Background: an optimization exercise with open tools, aiming at small area, a short achievable clock period and few clock cycles per item. Do not read the settings as production practice. At most, simulation tests tie the RTL to the original design; equivalence was not proved. No activity file was given, so power comes from the tool's default toggle rates.

==> run K: inputs <==
==> flow/design.v (excerpt) <==
module emu_cpu (
    input  wire        clk,
    input  wire        rst,
    input  wire        tick,
    input  wire        warm,
    output reg         busy,
    output reg         done,
    output reg         mem_re,
    output reg         mem_we,
    output wire [15:0] mem_addr,
    output wire [7:0]  mem_wdata,
    input  wire [7:0]  mem_rdata,
    output wire [15:0] pc,
    output reg  [7:0]  a,
    output wire [7:0]  p,
    output reg         halted,
    output wire [31:0] total_cycles
);
    localparam [15:0] BOOT_PC      = 16'h8000;
    localparam [15:0] RESET_VECTOR = 16'hFFFC;
    localparam [1:0] E_OP  = 2'd0,
                     E_IMM = 2'd1,
                     E_LO  = 2'd2,
                     E_HI  = 2'd3;
    reg [15:0] f;
    reg [7:0]  hi;
    reg [7:0]  lo;
    reg        run;         
    reg        fin;         
    reg [1:0]  e;
    reg        is_jmp;      
    reg        is_sta;      
  ...
==> module emu_cpu, before the edit <==
module emu_cpu (
    input  wire        clk,
    input  wire        rst,
    input  wire        tick,
    input  wire        warm,
    output reg         busy,
    output reg         done,
    output reg         mem_re,
    output reg         mem_we,
    output wire [15:0] mem_addr,
    output wire [7:0]  mem_wdata,
    input  wire [7:0]  mem_rdata,
    output wire [15:0] pc,
    output reg  [7:0]  a,
    output wire [7:0]  p,
    output reg         halted,
    output wire [31:0] total_cycles
);
    localparam [15:0] BOOT_PC      = 16'h8000;
    localparam [15:0] RESET_VECTOR = 16'hFFFC;
    localparam [1:0] E_OP  = 2'd0,
                     E_IMM = 2'd1,
                     E_LO  = 2'd2,
                     E_HI  = 2'd3;
    reg [15:0] f;
    reg [7:0]  hi;
    reg [7:0]  lo;
    reg        run;         
    reg        fin;         
    reg [1:0]  e;
    reg        is_jmp;      
    reg        is_sta;      
    reg        wflag;       
    reg        arr_q;       
    reg        ea_q;        
    reg        data_q;      
    reg        match_q;     
    reg [2:0]  pend;        
    reg [11:0] frame;       
    reg [7:0]  tlo;         
    reg [23:0] thi;         
    reg        tc_q;        
    reg        zf, nf;
    assign mem_addr     = f;
    assign pc           = f;
    assign p            = {nf, 5'b00000, zf, 1'b0};
    assign mem_wdata    = a;
    assign total_cycles = {thi, tlo};
    wire arr     = arr_q & ~match_q;
    wire arr_op  = arr & (e == E_OP);
    wire arr_imm = arr & (e == E_IMM);
    wire arr_lo  = arr & (e == E_LO);
    wire arr_hi  = arr & (e == E_HI);
    wire exh     = halted | frame[11] | (pend[1] & (&frame[10:1]));
    wire stop    = arr_op & exh;
    wire exec    = arr_op & ~exh;
    wire jmp_hi  = arr_hi & is_jmp;
    wire ea_hi   = arr_hi & ~is_jmp;
    wire stream  = run & ~ea_q & ~stop & ~jmp_hi;
    wire [7:0] d = mem_rdata;
    wire op_imm  = (d == 8'hA9);
    wire op_lda  = (d == 8'hAD);
    wire op_sta  = (d == 8'h8D);
    wire op_jmp  = (d == 8'h4C);
    wire op_nop  = (d == 8'hEA);
    wire op_brk  = (d == 8'h00);
    reg [2:0] cost;
    always @(*) begin
        cost = 3'd0;
        if (op_imm | op_nop) cost = 3'd2;
        if (op_lda | op_sta) cost = 3'd4;
        if (op_jmp)          cost = 3'd3;
        if (op_brk)          cost = 3'd7;
    end
    wire [8:0] tlo_nx = {1'b0, tlo} + {6'd0, pend};
    wire [15:0] inc = (ea_q ? {hi, lo} : f) + {15'd0, ~(ea_q & match_q)};
    wire end_op  = run & (stop | (jmp_hi & wflag));
    always @(posedge clk) begin
        if (rst) begin
            run          <= 1'b0;
            fin          <= 1'b0;
            busy         <= 1'b0;
            done         <= 1'b0;
            mem_we       <= 1'b0;
            f            <= BOOT_PC;
            a            <= 8'h00;
            zf           <= 1'b0;
            nf           <= 1'b0;
            halted       <= 1'b0;
            tlo          <= 8'd0;
            thi          <= 24'd0;
            tc_q         <= 1'b0;
            arr_q        <= 1'b0;
            ea_q         <= 1'b0;
            data_q       <= 1'b0;
            pend         <= 3'd0;
        end else begin
            done         <= 1'b0;
            fin          <= 1'b0;
            frame        <= frame + {9'd0, pend};
            tlo          <= tlo_nx[7:0];
            tc_q         <= tlo_nx[8];
            thi          <= thi + {23'd0, tc_q};
            pend         <= exec ? cost : 3'd0;
            arr_q        <= stream & ~end_op;
            ea_q         <= run & ea_hi;
            mem_we       <= run & ea_hi & is_sta;
            mem_re       <= ~(run & ea_hi & is_sta);
            data_q       <= ea_q & ~is_sta;
            match_q      <= ea_hi & is_sta & ({d, lo} == f);
            hi           <= f[15:8];
            lo           <= arr_lo ? d : f[7:0];
            if (run) begin
                if (stop)
                    f <= {hi, lo};
                else if (arr_hi)
                    f <= {d, lo};
                else
                    f <= inc;
            end
            if (arr_imm | data_q) begin
                a  <= d;
                zf <= (d == 8'h00);
                nf <= d[7];
            end
            if (exec) begin
                if (op_imm)
                    e <= E_IMM;
                if (op_lda | op_sta | op_jmp)
                    e <= E_LO;
                is_jmp <= op_jmp;
                is_sta <= op_sta;
                if (op_brk)
                    halted <= 1'b1;
            end
            if (arr_imm)
                e <= E_OP;
            if (arr_lo)
                e <= E_HI;
            if (arr_hi)
                e <= E_OP;
            if (!busy) begin
                if (tick) begin
                    frame  <= 12'd684;
                    e      <= E_OP;
                    wflag  <= 1'b0;
                    busy   <= 1'b1;
                    if (halted)
                        fin <= 1'b1;
                    else
                        run <= 1'b1;
                end else if (warm) begin
                    f      <= RESET_VECTOR;
                    e      <= E_LO;
                    is_jmp <= 1'b1;
                    wflag  <= 1'b1;
                    busy   <= 1'b1;
                    run    <= 1'b1;
                end
            end
            if (end_op) begin
                run <= 1'b0;
                fin <= 1'b1;
            end
            if (fin) begin
                busy <= 1'b0;
                done <= 1'b1;
            end
        end
    end
endmodule
==> flow/config.mk <==
export PLATFORM = sky130hd
export DESIGN_NAME = emu_cpu
export DESIGN_NICKNAME = emu_cpu
export VERILOG_FILES = /design/flow/design.v
export SDC_FILE = /design/flow/constraint.sdc
export NUM_CORES = 4
export LEC_CHECK = 0
export ABC_AREA = 1
export CAP_MARGIN = 20
export CORE_MARGIN = 2
export CORE_UTILIZATION = 40
export CTS_CLUSTER_DIAMETER = 300
export CTS_CLUSTER_SIZE = 100
export PLACE_DENSITY = 0.6
export SETUP_SLACK_MARGIN = 2.9
export SLEW_MARGIN = 20
==> flow/constraint.sdc <==
create_clock -name core_clock -period 5.0 [get_ports {clk}]
set_input_delay 1.0000 -clock core_clock [delete_from_list [all_inputs] [get_ports {clk}]]
set_output_delay 1.0000 -clock core_clock [all_outputs]
set_load 0.01 [all_outputs]
standard.sh (not shown) runs the stock make flow with config.mk's settings and CLKGATE_MAP_FILE= SYNTH_SCRIPT=/design/flow/synth_recipe.tcl, a recipe that flattens the netlist after the stock synthesis.
==> flow/flow/run.sh <==
#!/bin/bash
# Standard layout, with every port buffered by sky130_fd_sc_hd__buf_1.
set -euo pipefail
bash standard.sh BUFFER_PORTS_ARGS="-buffer_cell sky130_fd_sc_hd__buf_1" finish > standard.log 2>&1
==> inputs of run Z, as changes to run K <==
--- a/flow/design.v
+++ b/flow/design.v
@@ -38,3 +38,4 @@
     reg [2:0]  pend;        
-    reg [11:0] frame;       
+    reg [10:0] frame;
+    reg        exh;         
     reg [7:0]  tlo;         
@@ -53,3 +54,2 @@
     wire arr_hi  = arr & (e == E_HI);
-    wire exh     = halted | frame[11] | (pend[1] & (&frame[10:1]));
     wire stop    = arr_op & exh;
@@ -74,4 +74,15 @@
     end
+    reg ge_a, ge_b;
+    always @(*) begin
+        case (pend)
+            3'd2:    begin ge_a = (frame >= 11'd1362); ge_b = (frame >= 11'd1360); end
+            3'd3:    begin ge_a = (frame >= 11'd1361); ge_b = (frame >= 11'd1359); end
+            3'd4:    begin ge_a = (frame >= 11'd1360); ge_b = (frame >= 11'd1358); end
+            3'd7:    begin ge_a = (frame >= 11'd1357); ge_b = (frame >= 11'd1355); end
+            default: begin ge_a = (frame >= 11'd1364); ge_b = (frame >= 11'd1362); end
+        endcase
+    end
+    wire exh_nx = halted | (exec & op_brk) | ge_a | (exec & op_nop & ge_b);
     wire [8:0] tlo_nx = {1'b0, tlo} + {6'd0, pend};
-    wire [15:0] inc = (ea_q ? {hi, lo} : f) + {15'd0, ~(ea_q & match_q)};
+    wire [15:0] inc = (ea_q ? {hi, lo} : f) + 16'd1;
     wire end_op  = run & (stop | (jmp_hi & wflag));
@@ -99,3 +110,4 @@
             fin          <= 1'b0;
-            frame        <= frame + {9'd0, pend};
+            frame        <= frame + {8'd0, pend};
+            exh          <= exh_nx;
             tlo          <= tlo_nx[7:0];
@@ -110,6 +122,10 @@
             match_q      <= ea_hi & is_sta & ({d, lo} == f);
-            hi           <= f[15:8];
-            lo           <= arr_lo ? d : f[7:0];
+            if (stream) begin
+                hi <= f[15:8];
+                lo <= f[7:0];
+            end
+            if (arr_lo)
+                lo <= d;
             if (run) begin
-                if (stop)
+                if (stop | (ea_q & match_q))
                     f <= {hi, lo};
@@ -143,3 +159,4 @@
                 if (tick) begin
-                    frame  <= 12'd684;
+                    frame  <= 11'd0;
+                    exh    <= 1'b0;
                     e      <= E_OP;
==> flow/flow/run.sh (replaced) <==
#!/bin/bash
# Standard layout, with every port buffered by sky130_fd_sc_hd__buf_1 and
# ABC's area script (used with ABC_AREA 1) replaced by flow/abc_area.script.
set -euo pipefail
W=$PWD
rm -rf "$W/scripts_mod"
cp -r "$FLOW_HOME/scripts" "$W/scripts_mod"
cp "$W/flow/abc_area.script" "$W/scripts_mod/abc_area.script"
bash standard.sh SCRIPTS_DIR="$W/scripts_mod" BUFFER_PORTS_ARGS="-buffer_cell sky130_fd_sc_hd__buf_1" finish > standard.log 2>&1
==> flow/flow/abc_area.script (new file) <==
strash
&get -n
&fraig -x
&put
scorr
dc2
strash
&get -n
&dch -f
&nf -R 1000
&put
topo
buffer -c
dnsize -c
--- a/flow/config.mk
+++ b/flow/config.mk
@@ -11,4 +11,2 @@
 export CORE_UTILIZATION = 40
-export CTS_CLUSTER_DIAMETER = 300
-export CTS_CLUSTER_SIZE = 100
 export PLACE_DENSITY = 0.6
==> run notes <==
vias per cell: 5.49
status: complete, no violations
DR WL met3: 645 µm
most frequent cells in the layout: buf_1 (89), dfxtp_1 (61), a21oi_1 (55), buf_4 (55), nor2_1 (46)
final-layout clock-cell area share: 0.0424
That was run Z.
==> run notes <==
most frequent cells in the layout: nand2_1 (143), inv_1 (95), buf_1 (94)
DRT met1 WL: 6920 µm
CTS max path bufs: 2
Layout area overhead: 15.0%
vias per cell: 5.08
Worst-path clk slew: 0.07 ns
endpoint class of the critical path: output port
status: complete, no violations
Worst Reg-to-Reg Cells: 11
Int Power: 0.00133 W
That was run K.
Testbench counts of run K, summed over its fixed seeds: cycles 128,529, ticks 80.
Testbench counts of run Z, summed over its fixed seeds: cycles 128,529, ticks 80.

---

==> inputs of run Y <==
emu_cpu, a different RTL version from the one above (not shown whole).
export LEC_CHECK = 0
export ABC_AREA = 1
export CAP_MARGIN = 20
export CORE_MARGIN = 2
export CORE_UTILIZATION = 40
export PLACE_DENSITY = 0.6
export SETUP_SLACK_MARGIN = 2.9
export SLEW_MARGIN = 20
create_clock -name core_clock -period 5.0 [get_ports {clk}]
==> flow/flow/run.sh <==
#!/bin/bash
# Standard layout, except: every port is buffered by sky130_fd_sc_hd__buf_1;
# synthesis maps adders as plain logic (no Kogge-Stone carry map, no full- or
# half-adder extraction); and ABC's area script (used with ABC_AREA 1) is
# replaced by flow/abc_area.script. Registers are mapped exactly as in the
# standard synthesis (only the combinational mapping differs).
set -euo pipefail
W=$PWD
rm -rf "$W/scripts_mod"
cp -r "$FLOW_HOME/scripts" "$W/scripts_mod"
cp "$W/flow/abc_area.script" "$W/scripts_mod/abc_area.script"
bash standard.sh SCRIPTS_DIR="$W/scripts_mod" ADDER_MAP_FILE= SYNTH_OPERATIONS_ARGS=-nordff \
    BUFFER_PORTS_ARGS="-buffer_cell sky130_fd_sc_hd__buf_1" finish > standard.log 2>&1
==> flow/flow/abc_area.script <==
strash
&get -n
&fraig -x
&put
scorr
dc2
dretime
strash
&get -n
&dch -f
&nf
&put
==> run E (differences from run Y) <==
--- a/flow/design.v
+++ b/flow/design.v
@@ -61,84 +61,22 @@
     wire op_imm  = (d == 8'hA9);
     wire op_lda  = (d == 8'hAD);
     wire op_sta  = (d == 8'h8D);
     wire op_jmp  = (d == 8'h4C);
     wire op_nop  = (d == 8'hEA);
     wire op_brk  = (d == 8'h00);
-    integer i;
     reg [2:0] cost;
     always @(*) begin
         cost = 3'd0;
         if (op_imm | op_nop) cost = 3'd2;
         if (op_lda | op_sta) cost = 3'd4;
         if (op_jmp)          cost = 3'd3;
         if (op_brk)          cost = 3'd7;
     end
-    reg  [3:0]  tc3, fc3;
-    reg  [2:0]  tlo_s, frame_s;
-    always @(*) begin
-        tc3[0] = 1'b0;
-        fc3[0] = 1'b0;
-        for (i = 0; i < 3; i = i + 1) begin
-            tlo_s[i]   = tlo[i] ^ pend[i] ^ tc3[i];
-            tc3[i+1]   = (tlo[i] & pend[i]) | (tc3[i] & (tlo[i] ^ pend[i]));
-            frame_s[i] = frame[i] ^ pend[i] ^ fc3[i];
-            fc3[i+1]   = (frame[i] & pend[i]) | (fc3[i] & (frame[i] ^ pend[i]));
-        end
-    end
-    wire [8:0]  tlo_nx;
-    wire [11:0] frame_nx;
-    assign tlo_nx[2:0]   = tlo_s;
-    assign frame_nx[2:0] = frame_s;
-    wire [23:0] thi_nx;
-    wire [15:0] inc_a = ea_q ? {hi, lo} : f;
-    wire        inc_c = ~(ea_q & match_q);
-    wire [15:0] inc;
-    genvar g;
-    generate
-        for (g = 3; g < 9; g = g + 1) begin : g_tlo
-            wire c;
-            if (g == 3) begin : g_c0
-                assign c = tc3[3];
-            end else begin : g_cn
-                assign c = tc3[3] & (&tlo[g-1:3]);
-            end
-            if (g < 8) begin : g_s
-                assign tlo_nx[g] = tlo[g] ^ c;
-            end else begin : g_co
-                assign tlo_nx[g] = c;
-            end
-        end
-        for (g = 3; g < 12; g = g + 1) begin : g_frame
-            wire c;
-            if (g == 3) begin : g_c0
-                assign c = fc3[3];
-            end else begin : g_cn
-                assign c = fc3[3] & (&frame[g-1:3]);
-            end
-            assign frame_nx[g] = frame[g] ^ c;
-        end
-        for (g = 0; g < 24; g = g + 1) begin : g_thi
-            wire c;
-            if (g == 0) begin : g_c0
-                assign c = tc_q;
-            end else begin : g_cn
-                assign c = tc_q & (&thi[g-1:0]);
-            end
-            assign thi_nx[g] = thi[g] ^ c;
-        end
-        for (g = 0; g < 16; g = g + 1) begin : g_inc
-            wire c;
-            if (g == 0) begin : g_c0
-                assign c = inc_c;
-            end else begin : g_cn
-                assign c = inc_c & (&inc_a[g-1:0]);
-            end
-            assign inc[g] = inc_a[g] ^ c;
-        end
-    endgenerate
+    wire [8:0] tlo_nx = {1'b0, tlo} + {6'd0, pend};
+    wire [15:0] inc = (ea_q ? {hi, lo} : f) + {15'd0, ~(ea_q & match_q)};
     wire end_op  = run & (stop | (jmp_hi & wflag));
     always @(posedge clk) begin
         if (rst) begin
             run          <= 1'b0;
             fin          <= 1'b0;
             busy         <= 1'b0;
@@ -156,16 +94,16 @@
             ea_q         <= 1'b0;
             data_q       <= 1'b0;
             pend         <= 3'd0;
         end else begin
             done         <= 1'b0;
             fin          <= 1'b0;
-            frame        <= frame_nx;
+            frame        <= frame + {9'd0, pend};
             tlo          <= tlo_nx[7:0];
             tc_q         <= tlo_nx[8];
-            thi          <= thi_nx;
+            thi          <= thi + {23'd0, tc_q};
             pend         <= exec ? cost : 3'd0;
             arr_q        <= stream & ~end_op;
             ea_q         <= run & ea_hi;
             mem_we       <= run & ea_hi & is_sta;
             mem_re       <= ~(run & ea_hi & is_sta);
             data_q       <= ea_q & ~is_sta;
==> flow/flow/run.sh (replaced) <==
#!/bin/bash
# Standard layout, with every port buffered by sky130_fd_sc_hd__buf_1.
set -euo pipefail
bash standard.sh BUFFER_PORTS_ARGS="-buffer_cell sky130_fd_sc_hd__buf_1" finish > standard.log 2>&1
- CORE_UTILIZATION: 40 -> 50
- PLACE_DENSITY: 0.6 -> 0.65
- SETUP_SLACK_MARGIN: 2.9 -> 3.0
removed: flow/flow/abc_area.script
==> comparison <==
Against run Y, the worst hold slack of run E is higher by 0.0090 ns. Of run Y and run E, run E has the higher global-route usage (gap 2.8 points). Against run Y, the sequential share of layout area of run E is lower by 3.0 points. Against run E, the first-iteration DRC count of run Y is lower by 23%. Cell count: run Y is lower than run E (about 15%). Against run E, the design area of run Y is smaller by about 8%. In run E the register-to-register slack is higher than in run Y, by 0.55 ns. Core utilization: run E is higher than run Y (8.4 points).
==> figures <==
Internal: run E 1.361 mW; run Y 1.339 mW
DP Area: run E 5954 µm²; run Y 5458 µm²
Sequential area share after synthesis: run E 0.4283; run Y 0.4933
Count of plain and timing-repair buffers in the layout: run E 129; run Y 143
Multi-input combinational gate total: run E 499; run Y 387
Reg-to-Reg Start: run E ea_q$_SDFF_PP0_; run Y match_q$_DFFE_PN_
Count of vias placed by the detailed router: run E 5,361; run Y 4,520
Synth Area in XOR/XNOR: run E 0.02295; run Y 0.03876
Final instance area: run E 6795 µm²; run Y 6264 µm²
Result of the run: run E no timing/DRC/antenna violations; run Y no timing/DRC/antenna violations
Leading cell category by total area: run E multi-input combinational cells; run Y sequential cells
Tap cells: run E 143; run Y 168
Slowest-stage cell, CP: run E dfxtp_4; run Y edfxtp_1
Post-placement cell count: run E 946; run Y 782
Worst hold path cell count: run E 2; run Y 1
Most common cell on crit path: run E nand2_1; run Y buf_4
Maximum clock rate: run E 0.4899 GHz; run Y 0.3861 GHz
Total of cells resized after clock tree synthesis: run E 34; run Y 22
Testbench counts of run E, summed over its fixed seeds: cycles 128,529, ticks 80.
Only the layout flow was run in run Y; the RTL was not checked for function there.

==> port drivers added, routing unchanged <==
The flow's constraints put no driver on any port. The routed layouts listed below were extracted and timed again, unchanged, in two steps. Step 1 assumes that a clkbuf_16 drives the clock port and a buf_2 every other input. Step 2 moves the port delays by t, midway between the first and last clock arrival at a register: inputs arrive t later, outputs are due t later. That takes back most of the time a late clock gives input paths. a / b / c = ideal / step 1 / step 2; a / b = the first two.
run	t, ns	setup slack, ns	hold slack, ns	worst setup path after step 2	latest minus earliest clock arrival (ns)
run K	0.396	2.965 / 2.922 / 2.645	0.429 / 0.429 / 0.429	input to register	0.006 / 0.006
run Z	0.391	2.403 / 2.403 / 2.371	0.420 / 0.420 / 0.420	input to register	0.010 / 0.010
run Y	0.398	2.410 / 2.410 / 2.410	0.430 / 0.430 / 0.430	register to register	0.011 / 0.011
run E	0.389	2.959 / 2.959 / 2.662	0.439 / 0.439 / 0.439	input to register	0.008 / 0.008
After both steps setup and hold are still met in every run listed. The setup slack of run K, which loses most, moves by -0.043 ns with the drivers and by -0.320 ns with both steps.
